Source: an optimization exercise on an open RTL-to-GDS flow (aim: small area). Production flows keep margins and buffers that such runs may drop. In this exercise RTL edits were held to simulation tests only and were not proved equivalent to the original. Power and IR drop assume default switching activity.

cedar:
## icsp_ctrl
module icsp_ctrl (
    input  wire        clk,
    input  wire        rst,           
    input  wire        cmd_valid,
    input  wire [7:0]  cmd_op,
    input  wire [23:0] cmd_arg0,
    input  wire [15:0] cmd_arg1,
    output wire        cmd_ready,
    output reg         done,
    output wire [3:0]  cause,
    output wire [15:0] result,
    output wire [1:0]  session,
    output wire [1:0]  ident,
    output wire [15:0] devid,
    output wire [7:0]  cat_index,
    output wire [23:0] code_size,
    output wire [3:0]  erase_blocks,
    output wire [6:0]  wbuf_words,
    output wire        pgc_o,
    output wire        pgc_oe,
    output reg         pgd_o,      
    output wire        pgd_oe,
    input  wire        pgd_i,
    output wire        mclr_o,
    output wire        mclr_oe
);
clock: 10.0 ns
lec_check: 0
cap_margin: 20
core_margin: 2
core_utilization: 40
cts_buf_list: sky130_fd_sc_hd__clkbuf_8
slew_margin: 20
standard.sh (not shown) runs the stock make flow with config.mk's settings and CLKGATE_MAP_FILE= SYNTH_SCRIPT=/design/flow/synth_recipe.tcl, a recipe that flattens the netlist after the stock synthesis.
==> flow/flow/run.sh <==
#!/bin/bash
set -euo pipefail
W=$PWD
export AREA_ABC_SCRIPT=$W/flow/area.abc
export FLOW_SYNTH_TCL=$W/synth_recipe.tcl
export BUFFER_PORTS_ARGS="-buffer_cell sky130_fd_sc_hd__buf_1"
export SKIP_REPAIR_TIE_FANOUT=1
export CTS_ARGS="-sink_clustering_enable -repair_clock_nets -dont_use_dummy_load -buf_list sky130_fd_sc_hd__clkbuf_8"
sed "s#SYNTH_SCRIPT=[^ ]*#SYNTH_SCRIPT=$W/flow/area_synth.tcl#" standard.sh > area_standard.sh
grep -q "SYNTH_SCRIPT=$W/flow/area_synth.tcl" area_standard.sh
bash area_standard.sh > standard_flow.log 2>&1
==> flow/flow/area.abc <==
strash
&get -n
&fraig -x
&put
dc2
dc2
strash
&get -n
&dch -f
&nf -R 1000
&put
strash
dc2
&get -n
&dch -f
&nf -R 1000
&put
strash
dc2
&get -n
&dch -f
&nf -R 1000
&put
==> flow/flow/area_synth.tcl <==
# The standard synthesis script, with only the ABC script of its
# technology-mapping step replaced by flow/area.abc (area-oriented).
proc abc {args} {
  set i [lsearch -exact $args -script]
  if {$i >= 0} {
    set args [lreplace $args $i [expr {$i + 1}] -script $::env(AREA_ABC_SCRIPT)]
  }
  yosys abc {*}$args
}
source $::env(FLOW_SYNTH_TCL)
Relative to cedar, the following input files were edited for harbor:
==> flow/flow/area.abc <==
strash
&get -n
&fraig -x
&put
dc2
dc2
strash
&get -n
&dch -f
&nf -R 1000
&put
strash
dc2
&get -n
&dch -f
&nf -R 1000
&put
Results
- Routed wire in harbor totals less than in cedar.
- Min setup slack across harbor and cedar: harbor
- Diff cedar -> harbor | share of the cycle needed by the critical path after routing | increase of 4.4 points
What maple does differently from harbor at the input level:
- putting ABC_AREA at 1 where nothing was set
==> flow/flow/run.sh <==
#!/bin/bash
set -euo pipefail
export BUFFER_PORTS_ARGS="-buffer_cell sky130_fd_sc_hd__buf_1"
bash standard.sh > standard_flow.log 2>&1
removed: flow/flow/area.abc
removed: flow/flow/area_synth.tcl
- maple does better than harbor on setup slack.
- Minimum clock period after layout delta for maple relative to harbor: 1.08 ns lower
- On fraction of the mapped netlist area in compound gates, the lower figure sits with maple, not harbor.
- In the metrics for harbor and maple, the one carrying the lower detailed-routing iteration count for the pre-antenna-repair pass is maple.
- Summary: with harbor as the reference, number of standard cells after synthesis in maple moved up by more than a quarter.
- Relative to harbor, the placeable core area of maple is higher by about 18%.
- harbor has a higher maximum fanout along the worst path than maple.
- Register-to-register setup slack in maple is 0.77 ns above harbor.
Setup changes, maple to garnet
- a deleted CTS_BUF_LIST that had been sky130_fd_sc_hd__clkbuf_8
- a deleted ABC_AREA that had been 1
Findings:
- garnet ended up with a higher global-route track usage on met3 than maple did.
- Share of total power in combinational logic in garnet is 20 points lower than in maple
- Between maple and garnet, via count is lower for garnet, maple comes in above that.
- Summary of the comparison: synthesized area is higher in garnet, relative to maple.
- Iteration count of the initial detailed-routing pass: higher on garnet
- In garnet the final-layout worst hold slack turned out 0.015 ns higher than in maple.
- When garnet is measured against maple, its core box area turns out 1.0% higher.
- Taking garnet over maple, the cell count after synthesis ratio works out to 0.834.
Input changes introduced in zinc (baseline for comparison: garnet):
- CTS_BUF_LIST now sky130_fd_sc_hd__clkbuf_8, previously not set
==> flow/flow/run.sh <==
#!/bin/bash
set -euo pipefail
W=$PWD
export AREA_ABC_SCRIPT=$W/flow/area.abc
export FLOW_SYNTH_TCL=$W/synth_recipe.tcl
export BUFFER_PORTS_ARGS="-buffer_cell sky130_fd_sc_hd__buf_1"
export SKIP_REPAIR_TIE_FANOUT=1
export CTS_ARGS="-sink_clustering_enable -repair_clock_nets -dont_use_dummy_load -root_buf sky130_fd_sc_hd__clkbuf_16 -buf_list sky130_fd_sc_hd__clkbuf_4"
sed "s#SYNTH_SCRIPT=[^ ]*#SYNTH_SCRIPT=$W/flow/area_synth.tcl#" standard.sh > area_standard.sh
grep -q "SYNTH_SCRIPT=$W/flow/area_synth.tcl" area_standard.sh
bash area_standard.sh > standard_flow.log 2>&1
==> flow/flow/area.abc (new file) <==
strash
&get -n
&fraig -x
&put
dc2
dc2
strash
&get -n
&dch -f
&nf -R 1000
&put
strash
dc2
&get -n
&dch -f
&nf -R 1000
&put
strash
dc2
&get -n
&dch -f
&nf -R 1000
&put
==> flow/flow/area_synth.tcl (new file) <==
# The standard synthesis script, with only the ABC script of its
# technology-mapping step replaced by flow/area.abc (area-oriented).
proc abc {args} {
  set i [lsearch -exact $args -script]
  if {$i >= 0} {
    set args [lreplace $args $i [expr {$i + 1}] -script $::env(AREA_ABC_SCRIPT)]
  }
  yosys abc {*}$args
}
source $::env(FLOW_SYNTH_TCL)
--- outcome ---
- Sort zinc and garnet by delay of the slowest cell on the worst path desc -> top: garnet
- Relative to garnet, largest fanout of any net on the critical path decreased by 9 in zinc.
- Via count of the first global-routing pass: higher on garnet
- When zinc is measured against garnet, its worst endpoint data arrival time turns out 0.43 ns higher.
[inputs] xenon vs zinc
diff --git a/flow/flow/run.sh b/flow/flow/run.sh
--- a/flow/flow/run.sh
+++ b/flow/flow/run.sh
@@ -7,3 +7,3 @@
 export SKIP_REPAIR_TIE_FANOUT=1
-export CTS_ARGS="-sink_clustering_enable -repair_clock_nets -dont_use_dummy_load -root_buf sky130_fd_sc_hd__clkbuf_16 -buf_list sky130_fd_sc_hd__clkbuf_4"
+export CTS_ARGS="-sink_clustering_enable -repair_clock_nets -dont_use_dummy_load -sink_clustering_size 20 -sink_clustering_max_diameter 200 -buf_list sky130_fd_sc_hd__clkbuf_8"
 sed "s#SYNTH_SCRIPT=[^ ]*#SYNTH_SCRIPT=$W/flow/area_synth.tcl#" standard.sh > area_standard.sh
==> flow/flow/area.abc <==
strash
&get -n
&fraig -x
&put
dc2
dc2
strash
&get -n
&dch -f
&nf -R 1000
&put
strash
dc2
&get -n
&dch -f
&nf -R 1000
&put
Results
Higher sequential share of layout area goes to xenon over zinc. The final reports for xenon and zinc show source-to-sink clock delay at the later pin of the worst-skew pair higher in the former. Via count was higher in xenon than in zinc.

[separate check: timing with driven ports]
How much do the figures lean on ideal ports? The routed layouts below were timed once more, with nothing changed but the port constraints. Step 1: set_driving_cell puts a clkbuf_16 on clk and a buf_2 on each other input, an assumption about the parent block. Step 2 moves the port delays by t, midway between the first and last clock arrival at a register: inputs arrive t later, outputs are due t later. That takes back most of the time a late clock gives input paths. a / b / c = no drivers / after step 1 / after step 2; a / b = the first two.
run	t, ns	setup WS [ns]	hold WS [ns]
cedar	0.406	3.783 / 3.744 / 4.151	0.474 / 0.474 / 0.474
harbor	0.401	3.345 / 3.306 / 3.708	0.490 / 0.490 / 0.490
maple	0.411	4.422 / 4.381 / 4.792	0.464 / 0.464 / 0.464
garnet	0.387	4.226 / 4.185 / 4.572	0.479 / 0.479 / 0.479
zinc	0.386	3.797 / 3.756 / 4.142	0.475 / 0.475 / 0.475
xenon	0.401	3.345 / 3.306 / 3.708	0.490 / 0.490 / 0.490
After both steps setup and hold are still met in every run listed.
